From an optimization exercise on the open Yosys and OpenROAD flow, aimed at small area; shortcuts taken in it are not production practice.
Function was checked by simulation only, so behaviour that the tests miss may differ from the original.

==> job 6009 <==
## saes_core
module saes_core (
    input  wire        clk,
    input  wire        rst,      
    input  wire        req,
    input  wire        we,
    input  wire [3:0]  addr,
    input  wire [15:0] wdata,
    output reg         ack,
    output wire [15:0] rdata
);
    localparam [3:0] I_DOUT = 4'd0, I_R1I = 4'd1, I_K1 = 4'd2, I_IV = 4'd5,
                     I_RK0 = 4'd6, I_CHAIN = 4'd7, I_DIN = 4'd8;
    localparam [3:0] OP_GMUL = 4'h1, OP_SUBN = 4'h2, OP_ISUBN = 4'h3, OP_SHROW = 4'h4,
                     OP_MIXC = 4'h5, OP_IMIXC = 4'h6, OP_KEXP = 4'h7, OP_ENC = 4'h8,
                     OP_DEC  = 4'h9, OP_CBCI = 4'hA, OP_CBCE = 4'hB, OP_CBCD = 4'hC;
    localparam [1:0] S_IDLE = 2'd0, S_CLR = 2'd1, S_WAIT = 2'd2, S_RUN = 2'd3;
    localparam [2:0] F_S = 3'd0, F_Z = 3'd1, F_SBA = 3'd2, F_MC = 3'd3, F_SBB = 3'd4,
                     F_AF = 3'd5, F_KS = 3'd6;
    localparam [2:0] X_0 = 3'd0, X_P = 3'd1, X_GM = 3'd3, X_WD = 3'd4,
                     X_CMD = 3'd5, X_ST = 3'd6;
    reg  [143:0] ring;
    wire [15:0]  P = ring[143:128];
    reg  [3:0]   ph;
    reg  [15:0]  S;
    reg  [7:0]   cmd_code;
    reg          cv, eany;
    reg          kv;        
    reg  [1:0]   ecode;
    reg  [1:0]   st;
    reg  [2:0]   rv;        
    reg  [1:0]   stg;       
    assign rdata = S;
    wire [3:0] opc = cmd_code[7:4];
    wire [1:0] vv  = cmd_code[3:2];
    wire [3:0] sn1, sn0;
    saes_sbox u_s1 (.x(S[7:4]),   .y(sn1));
    saes_sbox u_s0 (.x(S[3:0]),   .y(sn0));
    wire [15:0] sba_s = {sn0, sn1, S[15:8]};
    wire [15:0] sbb_s = {sn1, sn0, S[15:8]};
    wire [3:0] an1, an0;
    saes_affinv u_a1 (.y(S[7:4]),   .x(an1));
    saes_affinv u_a0 (.y(S[3:0]),   .x(an0));
    wire [15:0] af_s = {an1, an0, S[15:8]};
    function [3:0] mul4(input [3:0] v);
        mul4 = {v[1], v[0] ^ v[3], v[3] ^ v[2], v[2]};
    endfunction
  ...
clock: 20.0 ns
lec_check: 0
abc_area: 1
cap_margin: 20
core_margin: 2
core_utilization: 40
cts_buf_list: sky130_fd_sc_hd__clkbuf_8
cts_cluster_diameter: 100
cts_cluster_size: 20
slew_margin: 20
standard.sh (not shown) runs the stock make flow with config.mk's settings and CLKGATE_MAP_FILE= SYNTH_SCRIPT=/design/flow/synth_recipe.tcl, a recipe that flattens the netlist after the stock synthesis.
==> flow/flow/run.sh <==
#!/bin/bash
# Own layout flow: the standard flow, except that
#  - synthesis maps the logic with an area-oriented ABC script
#    (flow/abc_area.script), as the best of several seeds (flow/abc_multi.tcl),
#    and without Yosys's adder extraction;
#  - the port buffers are the smallest buffer;
#  - clock tree synthesis inserts no dummy loads.
# The registers, their names and cell types are those of the standard synthesis.
set -euo pipefail
WORK=$(pwd)

# ORFS scripts with our ABC step in place of the single ABC call
rm -rf "$WORK/scripts_area"
cp -r "$FLOW_HOME/scripts" "$WORK/scripts_area"
python3 - "$WORK/scripts_area/synth.tcl" "$WORK/flow/abc_multi.tcl" <<'PY'
import sys
path, multi = sys.argv[1], sys.argv[2]
s = open(path).read()
old = "  log_cmd abc {*}$abc_args\n"
assert s.count(old) == 1
s = s.replace(old, "  source %s\n" % multi)
open(path, "w").write(s)
PY
export FLOW_ABC_TEMPLATE="$WORK/flow/abc_area.script"

bash standard.sh synth SCRIPTS_DIR="$WORK/scripts_area" ADDER_MAP_FILE= \
    > "$WORK/synth.log" 2>&1
CTS="-sink_clustering_enable -repair_clock_nets -sink_clustering_size 20"
CTS="$CTS -sink_clustering_max_diameter 100 -buf_list sky130_fd_sc_hd__clkbuf_8 -dont_use_dummy_load"
bash standard.sh finish "BUFFER_PORTS_ARGS=-buffer_cell sky130_fd_sc_hd__buf_1" "CTS_ARGS=$CTS" \
    > "$WORK/layout.log" 2>&1
test -f "$WORK/out/final.def"
==> flow/flow/abc_multi.tcl <==
# Sourced by synthesis in place of its single ABC call: map the logic several
# times with flow/abc_area.script, each time with another deepsyn seed
# (@SEED@), and keep the mapping with the smallest area.
set abc_tries 4
design -save abc_pre
set best_area ""
set best_i -1
for {set i 0} {$i < $abc_tries} {incr i} {
  design -load abc_pre
  set in [open $::env(FLOW_ABC_TEMPLATE) r]
  set txt [read $in]
  close $in
  set sc $::env(OBJECTS_DIR)/abc_try_$i.script
  set out [open $sc w]
  puts -nonewline $out [string map [list @SEED@ $i] $txt]
  close $out
  set try_args $abc_args
  lset try_args [expr {[lsearch -exact $try_args -script] + 1}] $sc
  log_cmd abc {*}$try_args
  set rpt $::env(OBJECTS_DIR)/abc_try_$i.stat
  tee -q -o $rpt stat {*}$lib_args
  set fh [open $rpt r]
  set st [read $fh]
  close $fh
  regexp {Chip area for module '[^']*': ([0-9.]+)} $st -> area
  puts "ABC try $i: area $area"
  if { $best_area eq "" || $area < $best_area } {
    set best_area $area
    set best_i $i
    design -save abc_best
  }
}
design -load abc_best
puts "ABC best try $best_i: area $best_area"
Other scripts of this flow, unchanged in this note and not shown: flow/flow/abc_area.script
==> inputs of job 7174, as changes to job 6009 <==
--- a/flow/design.v
+++ b/flow/design.v
@@ -25,65 +25,67 @@
     output wire [15:0] rdata
 );
     localparam [3:0] I_DOUT = 4'd0, I_R1I = 4'd1, I_K1 = 4'd2, I_IV = 4'd5,
                      I_RK0 = 4'd6, I_CHAIN = 4'd7, I_DIN = 4'd8;
     localparam [3:0] OP_GMUL = 4'h1, OP_SUBN = 4'h2, OP_ISUBN = 4'h3, OP_SHROW = 4'h4,
                      OP_MIXC = 4'h5, OP_IMIXC = 4'h6, OP_KEXP = 4'h7, OP_ENC = 4'h8,
                      OP_DEC  = 4'h9, OP_CBCI = 4'hA, OP_CBCE = 4'hB, OP_CBCD = 4'hC;
     localparam [1:0] S_IDLE = 2'd0, S_CLR = 2'd1, S_WAIT = 2'd2, S_RUN = 2'd3;
-    localparam [2:0] F_S = 3'd0, F_Z = 3'd1, F_SBA = 3'd2, F_MC = 3'd3, F_SBB = 3'd4,
+    localparam [2:0] F_S = 3'd0, F_Z = 3'd1, F_SB = 3'd2, F_MC = 3'd3,
                      F_AF = 3'd5, F_KS = 3'd6;
-    localparam [2:0] X_0 = 3'd0, X_P = 3'd1, X_GM = 3'd3, X_WD = 3'd4,
+    localparam [2:0] X_0 = 3'd0, X_P = 3'd1, X_SRP = 3'd2, X_GM = 3'd3, X_WD = 3'd4,
                      X_CMD = 3'd5, X_ST = 3'd6;
     reg  [143:0] ring;
     wire [15:0]  P = ring[143:128];
     reg  [3:0]   ph;
     reg  [15:0]  S;
     reg  [7:0]   cmd_code;
     reg          cv, eany;
     reg          kv;        
     reg  [1:0]   ecode;
     reg  [1:0]   st;
     reg  [2:0]   rv;        
     reg  [1:0]   stg;       
     assign rdata = S;
     wire [3:0] opc = cmd_code[7:4];
     wire [1:0] vv  = cmd_code[3:2];
-    wire [3:0] sn1, sn0;
+    wire [3:0] sn3, sn2, sn1, sn0;
+    saes_sbox u_s3 (.x(S[15:12]), .y(sn3));
+    saes_sbox u_s2 (.x(S[11:8]),  .y(sn2));
     saes_sbox u_s1 (.x(S[7:4]),   .y(sn1));
     saes_sbox u_s0 (.x(S[3:0]),   .y(sn0));
-    wire [15:0] sba_s = {sn0, sn1, S[15:8]};
-    wire [15:0] sbb_s = {sn1, sn0, S[15:8]};
-    wire [3:0] an1, an0;
-    saes_affinv u_a1 (.y(S[7:4]),   .x(an1));
-    saes_affinv u_a0 (.y(S[3:0]),   .x(an0));
-    wire [15:0] af_s = {an1, an0, S[15:8]};
+    wire [15:0] sb_s = {sn3, sn2, sn0, sn1};            
+    wire [15:0] af_s;
+    saes_affinv u_a3 (.y(S[15:12]), .x(af_s[15:12]));
+    saes_affinv u_a2 (.y(S[11:8]),  .x(af_s[11:8]));
+    saes_affinv u_a1 (.y(S[7:4]),   .x(af_s[7:4]));
+    saes_affinv u_a0 (.y(S[3:0]),   .x(af_s[3:0]));
     function [3:0] mul4(input [3:0] v);
         mul4 = {v[1], v[0] ^ v[3], v[3] ^ v[2], v[2]};
     endfunction
     wire [15:0] mc_x = {mul4(S[7:4]), mul4(S[3:0]), mul4(S[15:12]), mul4(S[11:8])};
     reg         rc2;        
-    wire [7:0]  ks_t = {sn0, sn1} ^ (rc2 ? 8'h30 : 8'h80);
+    wire [7:0]  ks_t = sb_s[7:0] ^ (rc2 ? 8'h30 : 8'h80);
     wire [15:0] ks_x = {ks_t, S[15:8] ^ ks_t};
     reg [2:0]  fsel;
     reg [2:0]  xsel;
     reg        pw;
     reg [15:0] fv, xv;
     wire gm_bit = P[3'd7 - {1'b0, rv[1:0]}];
     always @(*) begin
         case (fsel)
             F_Z:     fv = 16'h0000;
-            F_SBA:   fv = sba_s;
-            F_SBB:   fv = sbb_s;
+            F_SB:    fv = sb_s;
             F_AF:    fv = af_s;
             default: fv = S;
         endcase
         case (xsel)
             X_P:     xv = P;
+            X_SRP:   xv = {P[15:8], P[3:0], P[7:4]};
             X_GM:    xv = {12'h000, P[3:0] & {4{gm_bit}}};
             X_WD:    xv = wdata;
             X_CMD:   xv = {8'h00, cmd_code};
             X_ST:    xv = {12'h000, eany, ecode, cv};
             default: xv = 16'h0000;
         endcase
         if (fsel == F_MC) xv = mc_x;
         if (fsel == F_KS) xv = ks_x;
@@ -201,26 +203,24 @@
                         fsel = (rv == 3'd0) ? F_Z : F_S; xsel = X_GM;
                     end
                     if ((ph == 4'd0 && rv != 3'd3) || (ph == 4'd1 && rv != 3'd0)) fsel = F_MC;
                     if (ph == 4'd0 && rv == 3'd3) pw = 1'b1;
                     endrev = (rv == 3'd3);
                 end else if (opc <= OP_IMIXC) begin
                     if (rv == 3'd0) begin
                         if (ph == I_DIN) begin
-                            fsel = F_Z; xsel = X_P;
+                            fsel = F_Z;
+                            xsel = (opc == OP_MIXC || opc == OP_IMIXC) ? X_P : X_SRP;
                         end
                     end else begin
                         case (opc)
-                            OP_SUBN:  if (ph == 4'd1 || ph == 4'd2) fsel = F_SBB;
-                            OP_ISUBN: if (ph == 4'd1 || ph == 4'd2 || ph == 4'd5 || ph == 4'd6) fsel = F_AF;
-                                      else if (ph == 4'd3 || ph == 4'd4) fsel = F_SBB;
-                            OP_SHROW: if (ph == 4'd1) fsel = F_SBA;
-                                      else if (ph == 4'd3 || ph == 4'd4 || ph == 4'd7 || ph == 4'd8) fsel = F_AF;
-                                      else if (ph == 4'd2 || ph == 4'd5 || ph == 4'd6) fsel = F_SBB;
+                            OP_SUBN:  if (ph == 4'd1) fsel = F_SB;
+                            OP_ISUBN: if (ph == 4'd1 || ph == 4'd3) fsel = F_AF;
+                                      else if (ph == 4'd2) fsel = F_SB;
                             OP_MIXC:  if (ph == 4'd1) fsel = F_MC;
                             OP_IMIXC: if (rv != 3'd4 || ph == 4'd1 || ph == 4'd2) fsel = F_MC;
                             default: ;
                         endcase
                         if (opc != OP_IMIXC || rv == 3'd4) begin
                             if (ph == 4'd0) pw = 1'b1;
                             endrev = 1'b1;
                         end
@@ -249,36 +249,32 @@
                         if (!(first && rv == 3'd0)) xsel = X_P;
                         if (slast) pw = 1'b1;                
                     end
                     if (slast && last && opc != OP_CBCE && opc != OP_CBCD)
                         endrev = 1'b1;
                 end else begin
                     if (!dstg) begin
                         if (rv == 3'd1) begin
-                            if (ph == 4'd1) fsel = F_SBA;
-                            else if (ph == 4'd2) fsel = F_SBB;
-                            else if (ph == 4'd3) fsel = F_MC;
+                            if (ph == 4'd1) fsel = F_SB;
+                            else if (ph == 4'd2) fsel = F_MC;
                         end else begin
                             if (ph == I_R1I && opc == OP_ENC && vv == 2'd0) pw = 1'b1;
-                            else if (ph == 4'd2) fsel = F_SBA;
-                            else if (ph == 4'd3) fsel = F_SBB;
+                            else if (ph == 4'd2) fsel = F_SB;
                         end
                     end else begin
                         if (rv == 3'd1) begin
-                            if (ph == 4'd1 || ph == 4'd2 || ph == 4'd5 || ph == 4'd6) fsel = F_AF;
-                            else if (ph == 4'd3) fsel = F_SBA;
-                            else if (ph == 4'd4) fsel = F_SBB;
+                            if (ph == 4'd1 || ph == 4'd3) fsel = F_AF;
+                            else if (ph == 4'd2) fsel = F_SB;
                         end else if (rv != 3'd6) begin
                             fsel = F_MC;                      
                         end else begin
                             if (ph == 4'd1 || ph == 4'd2) fsel = F_MC;
-                            else if (ph == 4'd3 || ph == 4'd4 || ph == 4'd7 || ph == 4'd8) fsel = F_AF;
-                            else if (ph == 4'd5) fsel = F_SBA;
-                            else if (ph == 4'd6) fsel = F_SBB;
+                            else if (ph == 4'd3 || ph == 4'd5) fsel = F_AF;
+                            else if (ph == 4'd4) fsel = F_SB;
                         end
                     end
                     if (ph == I_DOUT && !(dstg && (rv == 3'd3 || rv == 3'd4 || rv == 3'd5))) pw = 1'b1;
                 end
                 if (ph == 4'd0) begin
                     if (endrev) st_n = S_IDLE;
                     else if (!(opc >= OP_ENC) || tail || !slast) rv_n = rv + 3'd1;
                     else begin
==> inputs of job 8404, as changes to job 6009 <==
--- a/flow/design.v
+++ b/flow/design.v
@@ -127,16 +127,44 @@
     wire       mid3  = (vv == 2'd2) && (stg == 2'd1);
     wire       dstg  = enc_t ? mid3 : !mid3;
     wire       first = (stg == 2'd0);
     wire       last  = (stg == vv);
     wire       tail  = (stg == vv + 2'd1);
     wire       slast = (rv == (dstg ? 3'd7 : 3'd4));
     wire       keyrv = (rv == 3'd0) || (rv == 3'd2) || slast;
     wire [1:0] nstep = (rv == 3'd2) ? 2'd1 : ((rv == 3'd0) ^ dstg) ? 2'd0 : 2'd2;
+    wire cst    = (opc >= OP_ENC);                     
+    wire u_e1   = cst && !dstg && rv == 3'd1;
+    wire u_e3   = cst && !dstg && rv == 3'd3;
+    wire u_d1   = cst && dstg && rv == 3'd1;
+    wire u_d6   = cst && dstg && rv == 3'd6;
+    wire u_mcall = (cst && dstg && (rv == 3'd3 || rv == 3'd4 || rv == 3'd5)) ||
+                   (opc == OP_IMIXC && rv != 3'd4);
+    wire u_mc12 = u_d6 || (opc == OP_IMIXC && rv == 3'd4);
+    wire u_shr  = (opc == OP_SHROW);
+    wire u_af   = u_d1 || u_d6 || opc == OP_ISUBN || u_shr;
+    wire u_sb   = u_e1 || u_e3 || u_d1 || u_d6;
+    wire u_sn   = (opc == OP_SUBN) || (opc == OP_ISUBN) || u_shr;
+    wire u_mc7  = u_e1 || (opc == OP_MIXC);
+    task round_ops;
+        begin
+            if (u_mcall) fsel = F_MC;
+            else case (ph)
+                4'd1:    if (u_mc12) fsel = F_MC; else if (u_shr) fsel = F_SBA;
+                4'd2:    if (u_mc12) fsel = F_MC; else if (u_shr) fsel = F_SBB;
+                4'd3, 4'd4, 4'd8:
+                         if (u_af) fsel = F_AF;
+                4'd7:    if (u_af) fsel = F_AF; else if (u_mc7) fsel = F_MC;
+                4'd5:    if (u_sb) fsel = F_SBA; else if (u_sn) fsel = F_SBB;
+                4'd6:    if (u_sb || u_sn) fsel = F_SBB;
+                default: ;
+            endcase
+        end
+    endtask
     reg [1:0] st_n;
     reg [2:0] rv_n;
     reg [1:0] stg_n;
     reg       ack_n;
     reg       endrev;     
     always @(*) begin
         fsel   = F_S;
         xsel   = X_0;
@@ -204,27 +232,17 @@
                     if (ph == 4'd0 && rv == 3'd3) pw = 1'b1;
                     endrev = (rv == 3'd3);
                 end else if (opc <= OP_IMIXC) begin
                     if (rv == 3'd0) begin
                         if (ph == I_DIN) begin
                             fsel = F_Z; xsel = X_P;
                         end
                     end else begin
-                        case (opc)
-                            OP_SUBN:  if (ph == 4'd1 || ph == 4'd2) fsel = F_SBB;
-                            OP_ISUBN: if (ph == 4'd1 || ph == 4'd2 || ph == 4'd5 || ph == 4'd6) fsel = F_AF;
-                                      else if (ph == 4'd3 || ph == 4'd4) fsel = F_SBB;
-                            OP_SHROW: if (ph == 4'd1) fsel = F_SBA;
-                                      else if (ph == 4'd3 || ph == 4'd4 || ph == 4'd7 || ph == 4'd8) fsel = F_AF;
-                                      else if (ph == 4'd2 || ph == 4'd5 || ph == 4'd6) fsel = F_SBB;
-                            OP_MIXC:  if (ph == 4'd1) fsel = F_MC;
-                            OP_IMIXC: if (rv != 3'd4 || ph == 4'd1 || ph == 4'd2) fsel = F_MC;
-                            default: ;
-                        endcase
+                        round_ops;
                         if (opc != OP_IMIXC || rv == 3'd4) begin
                             if (ph == 4'd0) pw = 1'b1;
                             endrev = 1'b1;
                         end
                     end
                 end else if (tail) begin
                     if (opc == OP_CBCD && rv == 3'd0) begin
                         if (ph == I_DIN) begin fsel = F_Z; xsel = X_P; end
@@ -247,40 +265,18 @@
                         if (first && rv == 3'd0) xsel = X_P;
                     end else if (ph == I_DOUT) begin
                         if (!(first && rv == 3'd0)) xsel = X_P;
                         if (slast) pw = 1'b1;                
                     end
                     if (slast && last && opc != OP_CBCE && opc != OP_CBCD)
                         endrev = 1'b1;
                 end else begin
-                    if (!dstg) begin
-                        if (rv == 3'd1) begin
-                            if (ph == 4'd1) fsel = F_SBA;
-                            else if (ph == 4'd2) fsel = F_SBB;
-                            else if (ph == 4'd3) fsel = F_MC;
-                        end else begin
-                            if (ph == I_R1I && opc == OP_ENC && vv == 2'd0) pw = 1'b1;
-                            else if (ph == 4'd2) fsel = F_SBA;
-                            else if (ph == 4'd3) fsel = F_SBB;
-                        end
-                    end else begin
-                        if (rv == 3'd1) begin
-                            if (ph == 4'd1 || ph == 4'd2 || ph == 4'd5 || ph == 4'd6) fsel = F_AF;
-                            else if (ph == 4'd3) fsel = F_SBA;
-                            else if (ph == 4'd4) fsel = F_SBB;
-                        end else if (rv != 3'd6) begin
-                            fsel = F_MC;                      
-                        end else begin
-                            if (ph == 4'd1 || ph == 4'd2) fsel = F_MC;
-                            else if (ph == 4'd3 || ph == 4'd4 || ph == 4'd7 || ph == 4'd8) fsel = F_AF;
-                            else if (ph == 4'd5) fsel = F_SBA;
-                            else if (ph == 4'd6) fsel = F_SBB;
-                        end
-                    end
+                    if (ph == I_R1I && opc == OP_ENC && vv == 2'd0 && !dstg && rv == 3'd3) pw = 1'b1;
+                    round_ops;
                     if (ph == I_DOUT && !(dstg && (rv == 3'd3 || rv == 3'd4 || rv == 3'd5))) pw = 1'b1;
                 end
                 if (ph == 4'd0) begin
                     if (endrev) st_n = S_IDLE;
                     else if (!(opc >= OP_ENC) || tail || !slast) rv_n = rv + 3'd1;
                     else begin
                         rv_n  = 3'd0;
                         stg_n = stg + 2'd1;
--- a/flow/flow/abc_multi.tcl
+++ b/flow/flow/abc_multi.tcl
@@ -1,12 +1,12 @@
 # Sourced by synthesis in place of its single ABC call: map the logic several
 # times with flow/abc_area.script, each time with another deepsyn seed
 # (@SEED@), and keep the mapping with the smallest area.
-set abc_tries 4
+set abc_tries 6
 design -save abc_pre
 set best_area ""
 set best_i -1
 for {set i 0} {$i < $abc_tries} {incr i} {
   design -load abc_pre
   set in [open $::env(FLOW_ABC_TEMPLATE) r]
   set txt [read $in]
   close $in
==> inputs of job 5567, as changes to job 6009 <==
--- a/flow/design.v
+++ b/flow/design.v
@@ -27,17 +27,17 @@
     localparam [3:0] I_DOUT = 4'd0, I_R1I = 4'd1, I_K1 = 4'd2, I_IV = 4'd5,
                      I_RK0 = 4'd6, I_CHAIN = 4'd7, I_DIN = 4'd8;
     localparam [3:0] OP_GMUL = 4'h1, OP_SUBN = 4'h2, OP_ISUBN = 4'h3, OP_SHROW = 4'h4,
                      OP_MIXC = 4'h5, OP_IMIXC = 4'h6, OP_KEXP = 4'h7, OP_ENC = 4'h8,
                      OP_DEC  = 4'h9, OP_CBCI = 4'hA, OP_CBCE = 4'hB, OP_CBCD = 4'hC;
     localparam [1:0] S_IDLE = 2'd0, S_CLR = 2'd1, S_WAIT = 2'd2, S_RUN = 2'd3;
     localparam [2:0] F_S = 3'd0, F_Z = 3'd1, F_SBA = 3'd2, F_MC = 3'd3, F_SBB = 3'd4,
                      F_AF = 3'd5, F_KS = 3'd6;
-    localparam [2:0] X_0 = 3'd0, X_P = 3'd1, X_GM = 3'd3, X_WD = 3'd4,
+    localparam [2:0] X_0 = 3'd0, X_P = 3'd1, X_SRP = 3'd2, X_GM = 3'd3, X_WD = 3'd4,
                      X_CMD = 3'd5, X_ST = 3'd6;
     reg  [143:0] ring;
     wire [15:0]  P = ring[143:128];
     reg  [3:0]   ph;
     reg  [15:0]  S;
     reg  [7:0]   cmd_code;
     reg          cv, eany;
     reg          kv;        
@@ -74,16 +74,17 @@
             F_Z:     fv = 16'h0000;
             F_SBA:   fv = sba_s;
             F_SBB:   fv = sbb_s;
             F_AF:    fv = af_s;
             default: fv = S;
         endcase
         case (xsel)
             X_P:     xv = P;
+            X_SRP:   xv = {P[15:8], P[3:0], P[7:4]};
             X_GM:    xv = {12'h000, P[3:0] & {4{gm_bit}}};
             X_WD:    xv = wdata;
             X_CMD:   xv = {8'h00, cmd_code};
             X_ST:    xv = {12'h000, eany, ecode, cv};
             default: xv = 16'h0000;
         endcase
         if (fsel == F_MC) xv = mc_x;
         if (fsel == F_KS) xv = ks_x;
@@ -201,26 +202,26 @@
                         fsel = (rv == 3'd0) ? F_Z : F_S; xsel = X_GM;
                     end
                     if ((ph == 4'd0 && rv != 3'd3) || (ph == 4'd1 && rv != 3'd0)) fsel = F_MC;
                     if (ph == 4'd0 && rv == 3'd3) pw = 1'b1;
                     endrev = (rv == 3'd3);
                 end else if (opc <= OP_IMIXC) begin
                     if (rv == 3'd0) begin
                         if (ph == I_DIN) begin
-                            fsel = F_Z; xsel = X_P;
+                            fsel = F_Z;
+                            xsel = (opc == OP_MIXC || opc == OP_IMIXC) ? X_P : X_SRP;
                         end
                     end else begin
                         case (opc)
-                            OP_SUBN:  if (ph == 4'd1 || ph == 4'd2) fsel = F_SBB;
+                            OP_SUBN:  if (ph == 4'd1) fsel = F_SBA;
+                                      else if (ph == 4'd2) fsel = F_SBB;
                             OP_ISUBN: if (ph == 4'd1 || ph == 4'd2 || ph == 4'd5 || ph == 4'd6) fsel = F_AF;
-                                      else if (ph == 4'd3 || ph == 4'd4) fsel = F_SBB;
-                            OP_SHROW: if (ph == 4'd1) fsel = F_SBA;
-                                      else if (ph == 4'd3 || ph == 4'd4 || ph == 4'd7 || ph == 4'd8) fsel = F_AF;
-                                      else if (ph == 4'd2 || ph == 4'd5 || ph == 4'd6) fsel = F_SBB;
+                                      else if (ph == 4'd3) fsel = F_SBA;
+                                      else if (ph == 4'd4) fsel = F_SBB;
                             OP_MIXC:  if (ph == 4'd1) fsel = F_MC;
                             OP_IMIXC: if (rv != 3'd4 || ph == 4'd1 || ph == 4'd2) fsel = F_MC;
                             default: ;
                         endcase
                         if (opc != OP_IMIXC || rv == 3'd4) begin
                             if (ph == 4'd0) pw = 1'b1;
                             endrev = 1'b1;
                         end
==> results.json <==
{
  "status": "complete, no violations",
  "dp_slack_ps": 11220,
  "synth_compound_area_share_pct": 18.2,
  "synth_commonest_cells": "180 x dfxtp_1, 50 x nand2_1, 42 x o21ai_0, 36 x a21oi_1, 36 x nor2_1",
  "multi_input_area_share_pct": 36.0,
  "cell_internal_pwr_w": 0.000450,
  "slowest_stage": "a222oi_1",
  "setup.worst_path.start": "addr[0]",
  "wl_per_cell_um": 18.6,
  "clk_pin_slew_ps": 90,
  "wl_met3_um": 807
}
Source of the figures above: job 8404

==> results.json <==
{
  "cell_internal_pwr_w": 0.000453,
  "slowest_stage": "o31ai_1",
  "setup.worst_path.start": "addr[1]",
  "multi_input_area_share_pct": 36.9,
  "wl_met3_um": 594,
  "status": "complete, no violations",
  "synth_compound_area_share_pct": 17.1,
  "dp_slack_ps": 11710
}
Source of the figures above: job 6009

==> results.json <==
{
  "status": "complete, no violations",
  "setup.worst_path.start": "addr[1]",
  "clk_pin_slew_ps": 90,
  "cell_internal_pwr_w": 0.000451,
  "cts_tree": "done",
  "dp_slack_ps": 12020,
  "slowest_stage": "and3_1",
  "multi_input_area_share_pct": 37.8,
  "synth_commonest_cells": "180 x dfxtp_1, 50 x o21ai_0, 48 x nand2_1, 48 x nor2_1, 33 x xnor2_1"
}
Source of the figures above: job 7174

==> results.json <==
{
  "status": "complete, no violations",
  "cell_internal_pwr_w": 0.000454,
  "slowest_stage": "a211oi_1",
  "synth_commonest_cells": "180 x dfxtp_1, 54 x nor2_1, 51 x nand2_1, 41 x o21ai_0, 36 x a21oi_1",
  "wl_per_cell_um": 18.7,
  "dp_slack_ps": 11570,
  "clk_pin_slew_ps": 80,
  "multi_input_area_share_pct": 37.9
}
Source of the figures above: job 5567

what the ideal ports hide:
The flow's constraints put no driver on any port. The routed layouts listed below were extracted and timed again, unchanged, in two steps.
Step 1 (the two cells are an assumption about what drives the block):
set clk [get_ports {clk}]
set_driving_cell -lib_cell sky130_fd_sc_hd__clkbuf_16 $clk
set_driving_cell -lib_cell sky130_fd_sc_hd__buf_2 [delete_from_list [all_inputs] $clk]
Step 2 adds t to the input delays and takes it off the output delays; t is the mean of the earliest and latest rising clock arrival at the registers after step 1. Input paths then give back, and output paths get back, about the clock's delay inside the block.
a / b / c = ideal / step 1 / step 2; a / b = the first two.
| run | t (ns) | setup slack, ns | worst hold slack (ns) | worst setup path after step 2 |
|---|---|---|---|---|
| job 6009 | 0.456 | 12.249 / 12.257 / 11.801 | 0.315 / 0.315 / 0.315 | input to register |
| job 7174 | 0.472 | 12.407 / 12.418 / 11.947 | 0.315 / 0.315 / 0.315 | input to register |
| job 8404 | 0.473 | 11.558 / 11.570 / 11.097 | 0.307 / 0.307 / 0.307 | input to register |
| job 5567 | 0.478 | 11.919 / 11.932 / 11.455 | 0.315 / 0.315 / 0.315 | input to register |
After both steps every run listed still meets setup and hold. The setup slack of job 5567, which loses most, moves by +0.013 ns with the drivers and by -0.464 ns with both steps.
